This is an optimization exercise on Yosys and OpenROAD, whose aim is small area, a short achievable clock period and few clock cycles per item, not a production implementation.
In this exercise RTL edits were held to simulation tests only and were not proved equivalent to the original.
Power figures rest on the tool's default switching activity, not on a simulated workload.

<file path="flow/constraint.sdc">
create_clock -name core_clock -period 6.0 [get_ports {clk}]
set_input_delay 1.2000 -clock core_clock [delete_from_list [all_inputs] [get_ports {clk}]]
set_output_delay 1.2000 -clock core_clock [all_outputs]
set_load 0.01 [all_outputs]
</file>
<file path="flow/design.v">
module crc_frame_engine (
    input  wire        clk,
    input  wire        rst,         
    input  wire        req_valid,
    output wire        req_ready,
    input  wire        req_write,
    input  wire [6:0]  req_addr,    
    input  wire [1:0]  req_size,    
    input  wire [31:0] req_wdata,
    output reg         rsp_valid,
    output reg         rsp_err,     
    output wire [31:0] rsp_rdata
);
    function [15:0] crc_step;
        input [15:0] c_in;
        input [7:0]  b;
        reg   [15:0] c;
        integer      i;
        begin
            c = c_in ^ {b, 8'h00};
            for (i = 0; i < 8; i = i + 1)
                c = c[15] ? ({c[14:0], 1'b0} ^ 16'h1021) : {c[14:0], 1'b0};
            crc_step = c;
        end
    endfunction
    localparam [2:0] PRES_NONE     = 3'd0,
                     PRES_OK       = 3'd1,
                     PRES_SHORT    = 3'd2,
                     PRES_BADSTART = 3'd3,
                     PRES_CRCERR   = 3'd4;
    localparam [3:0] OP_NOP       = 4'h0,
                     OP_CRC_INIT  = 4'h1,
                     OP_CRC_BYTE  = 4'h2,
                     OP_CRC_RANGE = 4'h3,
                     OP_BUF_CLEAR = 4'h4,
                     OP_BUF_PUSH  = 4'h5,
                     OP_PARSE     = 4'h6;
    localparam [3:0] RS_ZERO   = 4'd0,
                     RS_STATUS = 4'd1,
                     RS_CRC    = 4'd2,
                     RS_COUNT  = 4'd3,
                     RS_BUF0   = 4'd4,    
                     RS_DIST   = 4'd8,
                     RS_MAG    = 4'd9,
                     RS_AMB    = 4'd10,
                     RS_PREC   = 4'd11,
                     RS_FCRC   = 4'd12,
                     RS_CF0    = 4'd13,
                     RS_CF2    = 4'd14;
    reg [15:0]  crc;
    reg [7:0]   bytes [0:14];   
    reg [3:0]   count;
    reg [15:0]  run_crc;        
    reg [2:0]   pres;
    reg         cmd_err;
    reg         ovf;
    reg         smp_v;          
    reg [15:0]  dist_mm;
    reg [15:0]  magnitude;
    reg [7:0]   mag_exp;
    reg [7:0]   ambient;
    reg [15:0]  precision;
    reg         fcrc_v;         
    reg [15:0]  calc_crc;
    reg [15:0]  recv_crc;
    reg         busy;
    reg [3:0]   idx;
    reg [3:0]   remaining;
    reg         src_rom;
    reg [3:0]   rsel;
    assign req_ready = !busy;
    wire accept = req_valid && !busy;
    wire bus_ok = (req_size == 2'd2) && (req_addr[1:0] == 2'b00);
    wire do_wr  = accept && bus_ok && req_write;
    wire [31:0] w       = req_wdata;
    wire [3:0]  cmd_op  = w[3:0];
    wire [7:0]  cmd_a   = w[15:8];
    wire [7:0]  cmd_len = w[23:16];
    wire        cmd_src = w[4];
    wire hi_zero  = (w[31:24] == 8'd0);
    wire len_zero = (cmd_len == 8'd0);
    wire mid_zero = (w[7:5] == 3'd0);
    reg cmd_legal;
    always @(*) begin
        case (cmd_op)
            OP_NOP, OP_CRC_INIT, OP_BUF_CLEAR, OP_PARSE:
                cmd_legal = hi_zero && len_zero && (cmd_a == 8'd0) && mid_zero && !cmd_src;
            OP_CRC_BYTE, OP_BUF_PUSH:
                cmd_legal = hi_zero && len_zero && mid_zero && !cmd_src;
            OP_CRC_RANGE:
                cmd_legal = hi_zero && mid_zero;
            default:
                cmd_legal = 1'b0;
        endcase
    end
    wire do_cmd = do_wr && (req_addr[6:2] == 5'h00);
    wire cmd_ok = do_cmd && cmd_legal;
    wire [8:0] range_end   = {1'b0, cmd_a} + {1'b0, cmd_len};
    wire [8:0] range_limit = cmd_src ? 9'd10 : {5'd0, count};
    wire       range_ok    = (range_end <= range_limit);
    wire op_init  = cmd_ok && (cmd_op == OP_CRC_INIT);
    wire op_byte  = cmd_ok && (cmd_op == OP_CRC_BYTE);
    wire op_range = cmd_ok && (cmd_op == OP_CRC_RANGE);
    wire op_clear = cmd_ok && (cmd_op == OP_BUF_CLEAR);
    wire op_push  = cmd_ok && (cmd_op == OP_BUF_PUSH);
    wire op_parse = cmd_ok && (cmd_op == OP_PARSE);
    wire count_full = (count == 4'd15);
    wire push_ok    = op_push && !count_full;
    wire [119:0] buf_flat;
    genvar gi;
    generate
        for (gi = 0; gi < 15; gi = gi + 1) begin : g_buf
            assign buf_flat[8*gi +: 8] = (count > gi) ? bytes[gi] : 8'h00;
        end
    endgenerate
    wire [3:0] walk_sel = src_rom ? ((idx[3:2] == 2'd0) ? RS_CF0 :
                                     (idx[3:2] == 2'd2) ? RS_CF2 : RS_ZERO)
                                  : {2'b01, idx[3:2]};
    wire [3:0] msel = busy ? walk_sel : rsel;
    reg [31:0] read_value;
    always @(*) begin
        case (msel)
            RS_STATUS: read_value = {26'd0, ovf, cmd_err, 1'b0, pres};
            RS_CRC:    read_value = {16'd0, crc};
            RS_COUNT:  read_value = {28'd0, count};
            4'd4:      read_value = buf_flat[31:0];
            4'd5:      read_value = buf_flat[63:32];
            4'd6:      read_value = buf_flat[95:64];
            4'd7:      read_value = {8'd0, buf_flat[119:96]};
            RS_DIST:   read_value = smp_v ? {16'd0, dist_mm} : 32'd0;
            RS_MAG:    read_value = smp_v ? {8'd0, mag_exp, magnitude} : 32'd0;
            RS_AMB:    read_value = smp_v ? {24'd0, ambient} : 32'd0;
            RS_PREC:   read_value = smp_v ? {16'd0, precision} : 32'd0;
            RS_FCRC:   read_value = fcrc_v ? {recv_crc, calc_crc} : 32'd0;
            RS_CF0:    read_value = 32'h0000240A;
            RS_CF2:    read_value = 32'h0000720F;
            default:   read_value = 32'd0;
        endcase
    end
    assign rsp_rdata = read_value;
    reg [3:0] rsel_d;
    always @(*) begin
        case (req_addr[6:2])
            5'h01:   rsel_d = RS_STATUS;
            5'h02:   rsel_d = RS_CRC;
            5'h03:   rsel_d = RS_COUNT;
            5'h04:   rsel_d = 4'd4;
            5'h05:   rsel_d = 4'd5;
            5'h06:   rsel_d = 4'd6;
            5'h07:   rsel_d = 4'd7;
            5'h08:   rsel_d = RS_DIST;
            5'h09:   rsel_d = RS_MAG;
            5'h0A:   rsel_d = RS_AMB;
            5'h0B:   rsel_d = RS_PREC;
            5'h0C:   rsel_d = RS_FCRC;
            5'h10:   rsel_d = RS_CF0;
            5'h12:   rsel_d = RS_CF2;
            default: rsel_d = RS_ZERO;
        endcase
    end
    wire [1:0] bsel      = idx[1:0];
    wire [7:0] walk_byte = read_value[8*bsel +: 8];
    wire [15:0] crc_next = crc_step(crc, busy ? walk_byte : cmd_a);
    wire [15:0] run_next = crc_step(run_crc, cmd_a);
    wire        run_step = (count >= 4'd2) && (count <= 4'd12);
    wire [15:0] frame_recv = {bytes[13], bytes[14]};
    wire        frame_ok   = (run_crc == frame_recv);
    integer k;
    always @(posedge clk) begin
        for (k = 0; k < 15; k = k + 1)
            if (push_ok && count == k)
                bytes[k] <= cmd_a;
        if (accept) begin
            rsel    <= rsel_d;
            rsp_err <= !bus_ok;
        end
        if (op_range) begin
            idx       <= cmd_a[3:0];
            remaining <= cmd_len[3:0];
            src_rom   <= cmd_src;
        end else if (busy) begin
            idx       <= idx + 4'd1;
            remaining <= remaining - 4'd1;
        end
        if (op_parse && count_full && bytes[0] == 8'h0A) begin
            calc_crc <= run_crc;
            recv_crc <= frame_recv;
            if (frame_ok) begin
                dist_mm   <= {bytes[5],  bytes[6]};
                magnitude <= {bytes[7],  bytes[8]};
                mag_exp   <= bytes[9];
                ambient   <= bytes[10];
                precision <= {bytes[11], bytes[12]};
            end
        end
        if (rst) begin
            crc       <= 16'hFFFF;
            count     <= 4'd0;
            run_crc   <= 16'hFFFF;
            pres      <= PRES_NONE;
            cmd_err   <= 1'b0;
            ovf       <= 1'b0;
            smp_v     <= 1'b0;
            fcrc_v    <= 1'b0;
            busy      <= 1'b0;
            rsp_valid <= 1'b0;
        end else begin
            rsp_valid <= accept && !(op_range && range_ok && !len_zero);
            if (busy) begin
                crc <= crc_next;
                if (remaining == 4'd1) begin
                    busy      <= 1'b0;
                    rsp_valid <= 1'b1;
                end
            end
            if (do_cmd && !cmd_legal)
                cmd_err <= 1'b1;
            if (op_init)
                crc <= 16'hFFFF;
            if (op_byte)
                crc <= crc_next;
            if (op_range) begin
                if (!range_ok)
                    cmd_err <= 1'b1;
                else begin
                    crc <= 16'hFFFF;
                    if (!len_zero)
                        busy <= 1'b1;
                end
            end
            if (op_clear) begin
                count   <= 4'd0;
                run_crc <= 16'hFFFF;
            end
            if (op_push) begin
                if (count_full)
                    ovf <= 1'b1;
                else begin
                    count <= count + 4'd1;
                    if (run_step)
                        run_crc <= run_next;
                end
            end
            if (op_parse) begin
                if (!count_full)
                    pres <= PRES_SHORT;
                else if (bytes[0] != 8'h0A)
                    pres <= PRES_BADSTART;
                else begin
                    fcrc_v <= 1'b1;
                    if (frame_ok) begin
                        pres  <= PRES_OK;
                        smp_v <= 1'b1;
                    end else
                        pres <= PRES_CRCERR;
                end
            end
            if (do_wr && req_addr[6:2] == 5'h01) begin  
                if (w[4]) cmd_err <= 1'b0;
                if (w[5]) ovf     <= 1'b0;
            end
            if (do_wr && req_addr[6:2] == 5'h02)
                crc <= w[15:0];
        end
    end
endmodule
</file>
<file path="flow/run.sh">
#!/bin/bash
# synth_recipe.tcl (not shown) runs the flow's synth.tcl, then flattens the netlist and writes it again
# the make line also repeats each setting of config.mk as NAME=value (left out here)
make -C /OpenROAD-flow-scripts/flow DESIGN_CONFIG=/design/flow/config.mk WORK_HOME=/design/flow/orfs CLKGATE_MAP_FILE= SYNTH_SCRIPT=/design/flow/synth_recipe.tcl finish
</file>
<file path="flow/config.mk">
export PLATFORM = sky130hd
export DESIGN_NAME = crc_frame_engine
export DESIGN_NICKNAME = crc_frame_engine
export VERILOG_FILES = /design/flow/design.v
export SDC_FILE = /design/flow/constraint.sdc
export NUM_CORES = 4
export LEC_CHECK = 0
export CAP_MARGIN = 20
export CORE_MARGIN = 2
export CORE_UTILIZATION = 40
export SLEW_MARGIN = 20
</file>
==> results of run 1 <==
[routing by layer]
| layer | share of wire | track usage |
|---|---|---|
| met1 | 0.40 | 0.397 |
| met2 | 0.43 | 0.423 |
| met3 | 0.12 | 0.0736 |
| met4 | 0.042 | 0.108 |
| met5 | 0.00018 | 0 |
[area by class of cell]
cell class              count  area share
clock buffers              35      0.0485
well taps                 448      0.0353
flip-flops and latches    275       0.492
diodes                      1    0.000158
inverters                  20     0.00473
clock inverters            21      0.0117
multi-input cells         784       0.338
repair buffers            117      0.0691
[where the power goes]
group | leakage [nW] | total [mW] | internal [mW] | switching [mW]
clock | 0.465 | 1.82 | 1.04 | 0.777
combinational | 2.37 | 0.260 | 0.103 | 0.157
sequential | 2.43 | 2.06 | 2.06 | 0.00771
total | 5.26 | 4.14 | 3.20 | 0.941
[worst max-delay path by stage]
stage | startpoint | to | slack [ns]
after global placement | busy$_SDFF_PP0_ | rsp_rdata[3] | 1.28
after floorplan | req_valid | calc_crc[0]$_DFFE_PP_ | 0.92
after CTS | busy$_SDFF_PP0_ | rsp_rdata[3] | 0.63
final | busy$_SDFF_PP0_ | rsp_rdata[12] | 0.53
after detailed placement | busy$_SDFF_PP0_ | rsp_rdata[3] | 1.24
after global routing | busy$_SDFF_PP0_ | rsp_rdata[12] | 0.38
[synth_stat cells, types with 8 or more instances]
master	number	area share
nor3_1	50	0.019
nand2b_1	15	0.0070
nor2_1	68	0.019
xnor2_1	24	0.016
buf_2	14	0.0052
xor2_1	40	0.026
nand3_1	54	0.020
ha_1	20	0.019
nor2b_1	16	0.0074
a21oi_1	41	0.015
and2_1	12	0.0056
or3_1	8	0.0037
inv_1	20	0.0056
dfxtp_1	45	0.067
edfxtp_1	230	0.51
a32o_1	15	0.011
nand4_1	20	0.0093
a32oi_1	15	0.0098
a211oi_1	13	0.0072
a22oi_1	26	0.014
mux2i_1	9	0.0067
a221o_1	10	0.0074
nor4_1	14	0.0065
and3_1	18	0.0084
a221oi_1	12	0.0078
o21ai_0	36	0.013
o22ai_1	20	0.0093
nand2_1	77	0.021
clkbuf_1	38	0.011
o211ai_1	12	0.0067
[logic make-up (layout without fill, tap and decap cells)]
kind of cell,count (synthesis),count (layout),synth area share
simple gates,413,413,0.166
flops,275,275,0.579
compound gates,268,268,0.149
buf+inv,83,193,0.0278
xor+xnor,71,71,0.0501
fa+ha+maj,21,21,0.0201
mux,11,11,0.00836
other cells,0,1,0
[metrics by stage]
step,hold slack (ns),instance area [sq um],std cells
3_5_place_dp,0.433,14900,1644
5_1_grt,0.463,15900,1700
6_report,0.447,15900,1701
3_3_place_gp,0.433,14900,1642
4_1_cts,0.448,15900,1700
2_1_floorplan,0.417,13500,1142
[state kept, by name, summed over array words and instances, names as in the netlist, 3 cells and up]
name and count:
idx 4, bytes 120, precision 16, count 4, dist_mm 16, remaining 4, ambient 8, mag_exp 8
magnitude 16, pres 3, run_crc 16, recv_crc 16, crc 16, calc_crc 16, rsel 4
[worst max-delay path, delay by kind of cell (launching register included)]
family	cells	cell delay, ns
buf+inv	1	0.59
simple gates	3	1.59
flops	1	0.81
compound gates	2	0.70
==> results.yml, run 1 <==
worst_setup_path:
  rr_endpoint: "crc[8]$_SDFF_PP1_"
  critical_path.endpoint_type: "output pin"
  slowest_delay_ns: 0.88
  r2r_cells: 10
  crit_type: "reg -> out"
  cp_slowest_cell: "and2_1"
  arrival_ns: 4.27
  timing.rr.start: "busy$_SDFF_PP0_"
  startpoint_type: "register"
  crit_chain: "and3b_1, o21a_1, and2_1, a221oi_1, nand4_1, clkdlybuf4s50_1"
  timing.reg2reg.setup_slack_ns: 1.20
  crit_fanout: 38
  cp.required_ns: 4.80
cts:
  cts_tree: "yes"
  cts_hold_buf: 0
  cts.clk_slew.worst_paths_ns: 0.06
  clk_latency_ns: 0.58
  cts_setup_buffers: 0
  cts-buffers-inserted: 30
  cts_sinks: 275
  post_cts_resized: 0
  cts_root_buf: "clkbuf_16"
  htreeDepth: 1
  clock_path_buffers: 3
floorplan:
  rows: 67
  start_util: 0.404
  die_h_um: 188
  dieArea_sq_um: 35200
  coreArea_sq_um: 33400
  io_pins: 80
  die_w_um: 188
timing:
  final_max_slew_viol_count: 0
  period_share: 0.912
  tightest_slew_ns: 1.03
  final.setup.tns_ns: 0
  rsz0062_at_grt: "no"
  slew_headroom: 0.314
  hold_violations: 0
  timing.final.ws_setup_ns: 0.529
  finalSetupViolCount: 0
  period_minus_slack_ns: 5.47
  fmax_ghz: 0.183
  skew_ns: 0.0279
power:
  finalPower_mw: 4.14
  power_density_nw_per_um2: 261
  p_leak_nw: 5.26
  ir_drop_mv: 0.234
min_path:
  whs_path_depth: 0
  holdCritPathClass: "reg -> reg"
  hold_path_end: "precision[12]$_DFFE_PP_"
  min-delay-start: "bytes[11][4]$_DFFE_PP_"
finish:
  register_area_sq_um: 7810
  layout_commonest_cell: "edfxtp_1"
  multi_input_area_sq_um: 5370
  final_core_utilization: 0.476
  drive_gt1_frac: 0.0998
  syn2layout_area_growth_pct: 17.8
  nFillCells: 3054
  final_cell_mix: "230 x edfxtp_1, 79 x clkdlybuf4s50_1, 77 x nand2_1"
  fin_nets: 1294
synth:
  ys_seq_elements: 275
  synth_cells: 1142
  syn_area_sq_um: 13500
  syn_nets: 1208
  synthFlopType: "edfxtp_1"
  synth-seq-area-share: 0.579
  ys_types: 91
  synthArstFlopShare: 0
  yosys_warnings: 2
  synth_edf_count: 230
  synth_area_per_cell_sq_um: 11.8
placement:
  dp_worst_setup_slack_ns: 1.24
  gp_routability_congestion: 1.01
  io_buffers: 79
  hpwl_um: 36900
routing:
  drt_iter0_drc: 1674
  wl_per_cell_um: 29.7
  vias_per_cell: 6.43
  vias: 10900
  drt-pass1-iter-count: 8
  ant_nets: 0
  wl_um: 50500
  drc_errors: 0
grt:
  track_usage: 0.284
  grt_max_degree: 66
  grt_pass1_vias: 10400
  antenna_found_initial: 2
  grt_overflow: 0
  grt_first_pass_wirelength_um: 72900
status:
  status: "complete, no violations"
run:
  cap_violations: 0
Testbench counts, summed over its fixed seeds: cycles 10,991, transactions 10,424.
==> run 2: changes to the inputs <==
--- a/flow/config.mk
+++ b/flow/config.mk
@@ -7,2 +7,3 @@
 export LEC_CHECK = 0
+export ABC_CLOCK_PERIOD_IN_PS = 3000
 export CAP_MARGIN = 20
@@ -10,2 +11,3 @@
 export CORE_UTILIZATION = 40
+export SETUP_SLACK_MARGIN = 2.5
 export SLEW_MARGIN = 20
==> results.yml, run 2 <==
worst_setup_path:
  timing.rr.start: "rsel[0]$_DFFE_PP_"
  arrival_ns: 2.88
  rr_endpoint: "crc[13]$_SDFF_PP1_"
  timing.reg2reg.setup_slack_ns: 2.10
  r2r_cells: 18
  critical_path.endpoint_type: "output pin"
  crit_type: "reg -> out"
  startpoint_type: "register"
  cp.required_ns: 4.80
  crit_fanout: 6
synth:
  yosysMostFrequentCell: "edfxtp_1"
  yosys.area.top_type: "edfxtp_1"
  synth_area_leaders: "edfxtp_1 51%, dfxtp_1 6.7%, xor2_1 2.6%"
  synthArstFlopShare: 0
  yosys_warnings: 2
  ys_types: 91
  synthFlopType: "edfxtp_1"
  synth_area_per_cell_sq_um: 11.8
  ys_seq_elements: 275
  yosysTopAreaCellShare: 0.513
  synth_edf_count: 230
  yosys-top-cells-count: "230 x edfxtp_1, 77 x nand2_1, 68 x nor2_1"
  syn_area_sq_um: 13500
  synth-seq-area-share: 0.579
  syn_nets: 1208
  synth_cells: 1142
cts:
  clk_latency_ns: 0.57
  cts.clk_slew.worst_paths_ns: 0.06
  cts_tree: "yes"
  cts_root_buf: "clkbuf_16"
  clock_path_buffers: 3
  cts-buffers-inserted: 30
  cts_sinks: 275
  htreeDepth: 1
timing:
  period_share: 0.680
  rsz0062_at_grt: "yes"
  skew_ns: 0.0231
  slew_headroom: 0.329
  tightest_slew_ns: 1.00
  final_max_slew_viol_count: 0
  fmax_ghz: 0.245
  hold_violations: 0
  period_minus_slack_ns: 4.08
  timing.final.ws_setup_ns: 1.92
  final.setup.tns_ns: 0
  finalSetupViolCount: 0
finish:
  fin_nets: 1464
  final_core_utilization: 0.559
  drive_gt1_frac: 0.341
  final_cell_mix: "230 x edfxtp_1, 134 x buf_4, 72 x nand2_1"
  register_area_sq_um: 7820
  antenna_cells: 0
  top_register: "bytes"
  multi_input_area_sq_um: 6560
  layout_commonest_cell: "edfxtp_1"
  largest_reg_flops: 120
  nFillCells: 2805
  syn2layout_area_growth_pct: 38.4
routing:
  drc_errors: 0
  vias_per_cell: 6.22
  vias: 11600
  wl_per_cell_um: 28.2
  drt-pass1-iter-count: 6
  drt_iter0_drc: 1347
  ant_nets: 0
  wl_um: 52700
min_path:
  whs_path_depth: 0
  min-delay-start: "bytes[6][3]$_DFFE_PP_"
  holdCritPathClass: "reg -> reg"
  hold_path_end: "dist_mm[3]$_DFFE_PP_"
placement:
  dp_worst_setup_slack_ns: 1.30
  io_buffers: 79
  gp_routability_congestion: 0.937
  hpwl_um: 35200
grt:
  grt_first_pass_wirelength_um: 74800
  grt_max_degree: 66
  grt_pass1_vias: 11100
  antenna_found_initial: 0
  track_usage: 0.290
  grt_overflow: 0
run:
  cap_violations: 0
floorplan:
  io_pins: 80
  rows: 67
  die_h_um: 188
  coreArea_sq_um: 33400
  start_util: 0.404
  dieArea_sq_um: 35200
  die_w_um: 188
power:
  power_density_nw_per_um2: 228
  ir_drop_mv: 0.202
  p_leak_nw: 6.67
status:
  status: "complete, no violations"
==> run 2: logic make-up (layout without fill, tap and decap cells) <==
family	Yosys count	after routing	share of synthesized area
AND/OR/NAND/NOR	413	414	0.166
XOR/XNOR	71	71	0.0501
buffers and inverters	83	362	0.0278
AO/OA/AOI/OAI	268	268	0.149
multiplexers	11	11	0.00836
flip-flops	275	275	0.579
adder cells (fa/ha/maj)	21	21	0.0201
==> run 2: worst max-delay path by stage <==
stage / end / start / depth (start not counted)
4_1_cts: rsp_rdata[15] / rsel[2]$_DFFE_PP_ / 7
6_report: rsp_rdata[1] / rsel[2]$_DFFE_PP_ / 10
2_1_floorplan: ambient[0]$_DFFE_PP_ / req_size[0] / 6
5_1_grt: rsp_rdata[15] / rsel[3]$_DFFE_PP_ / 8
3_3_place_gp: crc[13]$_SDFF_PP1_ / req_wdata[8] / 13
3_5_place_dp: crc[7]$_SDFF_PP1_ / req_wdata[8] / 13
==> run 2: what timing repair did <==
action                                 CTS  global route
hold buffers                             0             0
cloned                                   3             1
buffers inserted                       111            49
resized for setup                      343           105
setup endpoints to repair              223           187
endpoints found under the hold margin    0             0
pin swaps                               68            64
==> run 2: per-stage QoR <==
stage	hold WS [ns]	total power [mW]	cell area (sq um)	std cells
after floorplan	0.417	2.23	13600	1142
after CTS	0.438	4.23	17800	1820
after global routing	0.440	4.35	18600	1870
after detailed placement	0.423	2.36	15000	1650
final	0.436	4.25	18600	1870
after global placement	0.426	2.36	15000	1650
==> run 2: worst max-delay path, stage by stage (launching register included) <==
cell       delay [ns]
edfxtp_1         0.54
buf_4            0.22
nand2b_4         0.10
o41ai_4          0.09
buf_4            0.16
buf_8            0.14
buf_6            0.13
a32o_2           0.29
a2111oi_4        0.26
nand3b_1         0.20
buf_2            0.19
==> run 2: area by class of cell <==
class	instances	share of cell area
multi-input combinational	785	0.351
timing repair buffer	286	0.143
clock inverter	15	0.00825
inverter	20	0.00416
clock buffer	41	0.0441
tap	448	0.0301
sequential	275	0.419
==> run 2: power by group <==
part,switching (mW),internal [mW],leakage [nW]
Combinational,0.193,0.158,3.77
Clock,0.784,1.05,0.470
Sequential,0.00396,2.06,2.43
==> run 2: routing by layer <==
| metal | vias to the layer above | routed length [um] | track usage |
|---|---|---|---|
| li1 | 4984 | - | - |
| met1 | 5761 | 21000 | 0.396 |
| met2 | 755 | 23600 | 0.449 |
| met3 | 140 | 5430 | 0.0569 |
| met4 | 0 | 2600 | 0.128 |
| met5 | - | 0 | 0 |

==> what the ideal ports hide <==
No port has a modelled driver above. Below, the same layouts with a new extraction and two added sets of constraints.
Step 1: set_driving_cell puts a clkbuf_16 on clk and a buf_2 on each other input, an assumption about the parent block.
Step 2 adds t to the input delays and takes it off the output delays; t is the mean of the earliest and latest rising clock arrival at the registers after step 1. Input paths then give back, and output paths get back, about the clock's delay inside the block.
Slacks: ideal / step 1 / step 2; pairs: ideal / step 1.
run	t, ns	slack for setup (ns)	worst setup path at the end	worst register clock-pin slew, ns	worst slew at a driven data input, ns
run 1	0.611	0.529 / 0.481 / 1.092	register to output	0.07 / 0.07	0.04
run 2	0.617	1.922 / 1.869 / 1.944	input to register	0.07 / 0.07	0.04
After both steps every run listed still meets setup and hold.
